Background: an optimization exercise with open tools, aiming at a short achievable clock period and few clock cycles. Do not read the settings as production practice.
At most, simulation tests tie the RTL to the original design; equivalence was not proved.
Power is estimated from default activity; no workload was simulated.

==> flow/design.v <==
module idxfp (
    input             clk,
    input             rst,             
    input             reset_capable,   
    input             poll,
    input      [31:0] now,
    output            busy,
    input             rx_avail,
    input       [7:0] rx_data,
    output            rx_pop,
    output            rdr_rst_n,
    output            ev_read,
    output            ev_remove,
    output     [39:0] ev_tag,
    input             cfg_req,
    input             cfg_we,
    input       [1:0] cfg_addr,
    input      [31:0] cfg_wdata,
    output     [31:0] cfg_rdata
);
    localparam [31:0] WAIT_RESET = 32'd1000;
    localparam [1:0] P_IDLE    = 2'd0;
    localparam [1:0] P_SETTLED = 2'd1;
    localparam [1:0] P_AWAIT   = 2'd2;
    reg         rc;          
    reg         act;         
    reg         pe;          
    reg  [3:0]  cnt;         
    reg         seen;        
    reg         f_rt;        
    reg         f_exp;       
    reg         nr, nm, np;  
    reg  [16:0] dl_lo;       
    reg  [15:0] now_hi;      
    reg  [16:0] dl_hi;       
    reg  [7:0]  fb [0:5];
    reg  [3:0]  hold;
    reg  [3:0]  ncnt;
    reg         fd_err;
    reg         in_frame;
    reg  [1:0]  pstate;
    reg  [32:0] deadline;
    reg  [39:0] last_tag;
    reg  [31:0] wait_r;
    reg  [1:0]  ev_en;
    reg  [3:0]  errstat;
    reg  [31:0] cfg_rdata_q;
    wire [7:0] d = rx_data;
    wire c_stx  = (d == 8'h02);
    wire c_etx  = (d == 8'h03);
    wire c_pad  = (d == 8'h0D) || (d == 8'h0A);
    wire c_hexd = (d[7:4] == 4'h3) && (!d[3] || (d[2:1] == 2'b00));
    wire c_hexl = (d[7:3] == 5'b01000) && (d[2:0] != 3'd0) && (d[2:0] != 3'd7);
    wire c_hex  = c_hexd || c_hexl;
    wire c_inv  = !(c_stx || c_etx || c_pad || c_hex);
    wire [3:0] nib = c_hexd ? d[3:0] :
                     {1'b1, (d[2:0] >= 3'd3), (d[2:0] == 3'd1 || d[2:0] == 3'd2 || d[2:0] == 3'd5 || d[2:0] == 3'd6), !d[0]};
    wire       ok     = !fd_err;
    wire       n12    = (ncnt == 4'd12);
    wire       inc    = ok && !n12;           
    wire       ovf    = ok && n12;            
    wire       hsel   = inc && !ncnt[0];      
    wire [7:0] fb_xor = fb[0] ^ fb[1] ^ fb[2] ^ fb[3] ^ fb[4];
    wire       tag_ok = ok && (fb_xor == fb[5]);
    wire       take   = pe && rx_avail;       
    wire       endc   = act && !take;         
    wire       dec    = take && c_etx && tag_ok;
    wire       seen_n = seen || dec;
    assign rx_pop    = take;
    assign busy      = act;
    assign ev_read   = nr && !take;
    assign ev_remove = nm && !take;
    assign rdr_rst_n = !(np && !take);
    assign ev_tag    = last_tag;
    assign cfg_rdata = cfg_rdata_q;
    wire need_n  = (seen_n && (f_rt || rc)) || (!seen_n && f_exp && ev_en[1]);
    wire last16  = take && (cnt == 4'd15) && !need_n;
    wire exp_new = rc && (pstate == P_AWAIT) && ({1'b0, now} >= deadline);
    integer i;
    always @(posedge clk) begin
        dl_hi <= {1'b0, now_hi} + {1'b0, wait_r[31:16]} + {16'd0, dl_lo[16]};
        if (rst) begin
            rc          <= reset_capable;
            act         <= 1'b0;
            pe          <= 1'b0;
            cnt         <= 4'd0;
            seen        <= 1'b0;
            f_rt        <= 1'b0;
            f_exp       <= 1'b0;
            nr          <= 1'b0;
            nm          <= 1'b0;
            np          <= 1'b0;
            dl_lo       <= 17'd0;
            now_hi      <= 16'd0;
            for (i = 0; i < 6; i = i + 1)
                fb[i] <= 8'd0;
            hold        <= 4'd0;
            ncnt        <= 4'd0;
            fd_err      <= 1'b1;
            in_frame    <= 1'b0;
            pstate      <= P_IDLE;
            deadline    <= 33'd0;
            last_tag    <= 40'd0;
            wait_r      <= WAIT_RESET;
            ev_en       <= 2'd0;
            errstat     <= 4'd0;
            cfg_rdata_q <= 32'd0;
        end else begin
            if (poll && !rx_avail) begin
                if (exp_new)
                    pstate <= P_IDLE;
            end
            if (endc || last16) begin
                if (seen_n) begin
                    pstate <= rc ? P_AWAIT : P_SETTLED;
                    if (rc) deadline <= {dl_hi, dl_lo[15:0]};
                end else if (f_exp) begin
                    pstate <= P_IDLE;
                end
            end
            if (poll) begin
                act    <= rx_avail || (exp_new && ev_en[1]);
                pe     <= rx_avail;
                cnt    <= 4'd0;
                seen   <= 1'b0;
                dl_lo  <= {1'b0, now[15:0]} + {1'b0, wait_r[15:0]};
                now_hi <= now[31:16];
                f_rt   <= ev_en[0] && (!rc || pstate != P_AWAIT);
                f_exp  <= exp_new;
                nr     <= 1'b0;
                np     <= 1'b0;
                nm     <= exp_new && ev_en[1];
            end else if (take) begin
                cnt  <= cnt + 4'd1;
                pe   <= (cnt != 4'd15);
                if (cnt == 4'd15)
                    act <= need_n;
                seen <= seen_n;
                nr   <= seen_n && f_rt;
                np   <= seen_n && rc;
                nm   <= !seen_n && f_exp && ev_en[1];
            end else if (endc) begin
                act <= 1'b0;
                pe  <= 1'b0;
                nr  <= 1'b0;
                nm  <= 1'b0;
                np  <= 1'b0;
            end
            if (cfg_req) begin
                if (cfg_we) begin
                    case (cfg_addr)
                    2'd0: wait_r  <= cfg_wdata;
                    2'd1: ev_en   <= cfg_wdata[1:0];
                    2'd2: errstat <= errstat & ~cfg_wdata[3:0];
                    default: ;
                    endcase
                end else begin
                    case (cfg_addr)
                    2'd0:    cfg_rdata_q <= wait_r;
                    2'd1:    cfg_rdata_q <= {30'd0, ev_en};
                    2'd2:    cfg_rdata_q <= {28'd0, errstat};
                    default: cfg_rdata_q <= 32'd0;
                    endcase
                end
            end
            if (take) begin
                if (c_stx) begin
                    ncnt     <= 4'd0;
                    fd_err   <= 1'b0;
                    in_frame <= 1'b1;
                end
                if (c_etx)
                    in_frame <= 1'b0;
                if (c_hex && inc)
                    ncnt <= ncnt + 4'd1;
                if ((c_hex && ovf) || (c_inv && ok))
                    fd_err <= 1'b1;
                if (c_hex && hsel)
                    hold <= nib;
                for (i = 0; i < 6; i = i + 1)
                    if (c_hex && inc && ncnt == 2 * i + 1)
                        fb[i] <= {hold, nib};
                if (dec)
                    last_tag <= {fb[0], fb[1], fb[2], fb[3], fb[4]};
                if (in_frame) begin
                    if (c_etx && ok && !tag_ok) errstat[0] <= 1'b1;
                    if (c_stx)                  errstat[1] <= 1'b1;
                    if (c_inv && ok)            errstat[2] <= 1'b1;
                    if (c_hex && ovf)           errstat[3] <= 1'b1;
                end
            end
        end
    end
endmodule
Settings: LEC_CHECK=0, ABC_CLOCK_PERIOD_IN_PS=200, CAP_MARGIN=20, CORE_MARGIN=2, CORE_UTILIZATION=40, SETUP_SLACK_MARGIN=2.7, SLEW_MARGIN=20; clock period 5.0 ns.
run.sh (not shown) runs the stock make flow with config.mk's settings and CLKGATE_MAP_FILE= SYNTH_SCRIPT=/design/flow/synth_recipe.tcl, a recipe that flattens the netlist after the stock synthesis.
The first run produced a clean layout.
Testbench counts at the start, summed over its fixed seeds: cycles 54,285.
Edit:
--- a/flow/design.v
+++ b/flow/design.v
@@ -31,7 +31,7 @@
     reg         f_exp;       
     reg         nr, nm, np;  
-    reg  [16:0] dl_lo;       
-    reg  [15:0] now_hi;      
-    reg  [16:0] dl_hi;       
+    reg  [11:0] dl_lo;       
+    reg  [20:0] now_hi;      
+    reg  [11:0] dl_mid;      
     reg  [7:0]  fb [0:5];
     reg  [3:0]  hold;
@@ -74,10 +74,9 @@
     assign ev_tag    = last_tag;
     assign cfg_rdata = cfg_rdata_q;
-    wire need_n  = (seen_n && (f_rt || rc)) || (!seen_n && f_exp && ev_en[1]);
-    wire last16  = take && (cnt == 4'd15) && !need_n;
+    wire [10:0] dl_top = now_hi[20:11] + wait_r[31:22] + {9'd0, dl_mid[11]};
     wire exp_new = rc && (pstate == P_AWAIT) && ({1'b0, now} >= deadline);
     integer i;
     always @(posedge clk) begin
-        dl_hi <= {1'b0, now_hi} + {1'b0, wait_r[31:16]} + {16'd0, dl_lo[16]};
+        dl_mid <= {1'b0, now_hi[10:0]} + {1'b0, wait_r[21:11]} + {11'd0, dl_lo[11]};
         if (rst) begin
             rc          <= reset_capable;
@@ -91,6 +90,6 @@
             nm          <= 1'b0;
             np          <= 1'b0;
-            dl_lo       <= 17'd0;
-            now_hi      <= 16'd0;
+            dl_lo       <= 12'd0;
+            now_hi      <= 21'd0;
             for (i = 0; i < 6; i = i + 1)
                 fb[i] <= 8'd0;
@@ -111,8 +110,8 @@
                     pstate <= P_IDLE;
             end
-            if (endc || last16) begin
-                if (seen_n) begin
+            if (endc) begin
+                if (seen) begin
                     pstate <= rc ? P_AWAIT : P_SETTLED;
-                    if (rc) deadline <= {dl_hi, dl_lo[15:0]};
+                    if (rc) deadline <= {dl_top, dl_mid[10:0], dl_lo[10:0]};
                 end else if (f_exp) begin
                     pstate <= P_IDLE;
@@ -124,6 +123,6 @@
                 cnt    <= 4'd0;
                 seen   <= 1'b0;
-                dl_lo  <= {1'b0, now[15:0]} + {1'b0, wait_r[15:0]};
-                now_hi <= now[31:16];
+                dl_lo  <= {1'b0, now[10:0]} + {1'b0, wait_r[10:0]};
+                now_hi <= now[31:11];
                 f_rt   <= ev_en[0] && (!rc || pstate != P_AWAIT);
                 f_exp  <= exp_new;
@@ -134,6 +133,4 @@
                 cnt  <= cnt + 4'd1;
                 pe   <= (cnt != 4'd15);
-                if (cnt == 4'd15)
-                    act <= need_n;
                 seen <= seen_n;
                 nr   <= seen_n && f_rt;
=> Wire length shrinks by 2.2%. Non-clock buffer count goes down by 26. Setup slack loses 0.093 ns. Die area drops by 2.5%. Cell area came out lower by 5.0%. Cell count is lower by 1.2%. Via count went down by 1.0%.
No functional check of the RTL was part of the second run of this note.

* * *

tundra:
idxfp, a different RTL version from the one above (not shown whole).
Size: about 160 I/O pins, about 0.013 mm² of cells after synthesis.
clock: 5.0 ns
lec_check: 0
cap_margin: 20
core_margin: 2
core_utilization: 40
setup_slack_margin: 2.7
slew_margin: 20
synth_hierarchical: 1
standard.sh (not shown) runs the stock make flow with config.mk's settings and CLKGATE_MAP_FILE= SYNTH_SCRIPT=/design/flow/synth_recipe.tcl, a recipe that flattens the netlist after the stock synthesis.
==> flow/flow/run.sh <==
#!/bin/bash
# The standard layout flow (standard.sh), with the platform's don't-use
# list extended by slow high-fan-in OR/NOR cells, 3-input XOR/XNOR cells and
# the adder cells, so that ABC and the resizer map the logic onto faster
# gates. Everything else, synthesis script included, is the standard flow.
set -euo pipefail
here=$(pwd)
du=$(make -s -C "$FLOW_HOME" DESIGN_CONFIG="$here/config.mk" WORK_HOME="$here/orfs" \
       print-DONT_USE_CELLS 2> "$here/print_dont_use.log" | sed -n 's/^DONT_USE_CELLS: //p')
extra=$(tr '\n' ' ' < "$here/flow/dont_use_extra.txt")
bash standard.sh "DONT_USE_CELLS=$du $extra" finish > "$here/standard_flow.log" 2>&1
==> flow/flow/dont_use_extra.txt <==
sky130_fd_sc_hd__or3_*
sky130_fd_sc_hd__or3b_*
sky130_fd_sc_hd__or4_*
sky130_fd_sc_hd__or4b_*
sky130_fd_sc_hd__or4bb_*
sky130_fd_sc_hd__nor4_*
sky130_fd_sc_hd__nor4b_*
sky130_fd_sc_hd__nor4bb_*
sky130_fd_sc_hd__xor3_*
sky130_fd_sc_hd__xnor3_*
sky130_fd_sc_hd__a2111o_*
sky130_fd_sc_hd__a2111oi_*
sky130_fd_sc_hd__fa_*
sky130_fd_sc_hd__ha_*
Testbench counts of tundra, summed over its fixed seeds: cycles 53,383.
Here is what was changed in the inputs of garnet compared with tundra.
--- a/flow/design.v
+++ b/flow/design.v
@@ -309,13 +309,41 @@
         deadline_n  = deadline;
         last_tag_n  = last_tag;
         wait_n      = wait_r;
         ev_en_n     = ev_en;
         errstat_n   = errstat;
         cfg_rdata_n = cfg_rdata_q;
-        begin
+        if (rst) begin
+            rc_n        = reset_capable;
+            act_n       = 1'b0;
+            pe_n        = 1'b0;
+            pq_n        = 1'b0;
+            cnt_n       = 4'd0;
+            seen_n      = 1'b0;
+            f_rt_n      = 1'b0;
+            f_exp_n     = 1'b0;
+            nr_n        = 1'b0;
+            nm_n        = 1'b0;
+            np_n        = 1'b0;
+            dl_lo_q_n   = 12'd0;
+            now_hi_n    = 21'd0;
+            fb_n        = 48'd0;
+            syn_n       = 8'd0;
+            eqb_n       = 5'h1f;
+            hold_n      = 4'd0;
+            ncnt_n      = 4'd0;
+            fd_err_n    = 1'b1;
+            in_frame_n  = 1'b0;
+            pstate_n    = P_IDLE;
+            deadline_n  = 33'd0;
+            last_tag_n  = 40'd0;
+            wait_n      = WAIT_RESET;
+            ev_en_n     = 2'd0;
+            errstat_n   = 4'd0;
+            cfg_rdata_n = 32'd0;
+        end else begin
             if (endc || fin16) begin
                 if (seen) begin
                     pstate_n = rc ? P_AWAIT : P_SETTLED;
                     if (rc) deadline_n = {dl_top, dl_mid[10:0], dl_lo[10:0]};
                 end else if (f_exp) begin
                     pstate_n = P_IDLE;
@@ -406,27 +434,8 @@
                     if (c_stx)                  errstat_n[1] = 1'b1;
                     if (c_inv && ok)            errstat_n[2] = 1'b1;
                     if (c_hex && ovf)           errstat_n[3] = 1'b1;
                 end
             end
         end
-        if (rst) begin
-            rc_n        = reset_capable;
-            act_n       = 1'b0;
-            pe_n        = 1'b0;
-            nr_n        = 1'b0;
-            nm_n        = 1'b0;
-            np_n        = 1'b0;
-            fb_n        = 48'd0;
-            syn_n       = 8'd0;
-            eqb_n       = 5'h1f;
-            fd_err_n    = 1'b1;
-            in_frame_n  = 1'b0;
-            pstate_n    = P_IDLE;
-            deadline_n  = 33'd0;
-            last_tag_n  = 40'd0;
-            wait_n      = WAIT_RESET;
-            ev_en_n     = 2'd0;
-            errstat_n   = 4'd0;
-        end
     end
 endmodule
--- outcome ---
Number of buffers and inverters on the critical path delta for garnet relative to tundra: 1 higher
Clock tree cell share of total cell area in garnet vs tundra: down 0.16 points
Going from tundra to garnet, number of buffers other than clock buffers in the final layout now sits higher, final net count now sits higher, power now sits at about the same level.
Taking tundra as the reference, in garnet number of placed instances, taps included grew by about 3%; final instance area grew by about 5.4%; clock-buffer cell count shrank by 2.2%.
garnet ends up with a met2 capacity usage during global routing that is 0.24 points higher than in tundra.
The quantity of gates resized following cts in garnet is 1.15 times that in tundra.
Summary — largest driver fanout on the critical path, garnet relative to tundra: higher, by 2.
Status: fraction of area in multi-input gates parity (garnet, tundra)
Taking tundra as the reference, in garnet post-CTS setup-driven buffer insertion count went up 18; final worst-path cycle share went up 0.41 points.
Testbench counts of garnet, summed over its fixed seeds: cycles 53,383.

==> port drivers added, routing unchanged <==
How much do the figures lean on ideal ports? The routed layouts below were timed once more, with nothing changed but the port constraints.
Step 1 (the two cells are an assumption about what drives the block):
set clk [get_ports {clk}]
set_driving_cell -lib_cell sky130_fd_sc_hd__clkbuf_16 $clk
set_driving_cell -lib_cell sky130_fd_sc_hd__buf_2 [delete_from_list [all_inputs] $clk]
Step 2 also shifts input and output timing later by t, the mid clock arrival at the registers, as if the neighbouring blocks saw the same clock.
Slacks: no drivers / after step 1 / after step 2; pairs: no drivers / after step 1.
| run | t (ns) | setup slack, ns | hold WS [ns] |
|---|---|---|---|
| the first run of note 1 | 0.592 | 2.361 / 2.358 / 1.766 | 0.431 / 0.431 / 0.431 |
| the second run of note 1 | 0.578 | 2.268 / 2.276 / 1.698 | 0.432 / 0.432 / 0.432 |
| tundra | 0.602 | 2.591 / 2.575 / 1.973 | 0.435 / 0.435 / 0.435 |
| garnet | 0.606 | 2.570 / 2.524 / 1.960 | 0.433 / 0.433 / 0.433 |
After both steps setup and hold are still met in every run listed. The setup slack of tundra, which loses most, moves by -0.016 ns with the drivers and by -0.618 ns with both steps.
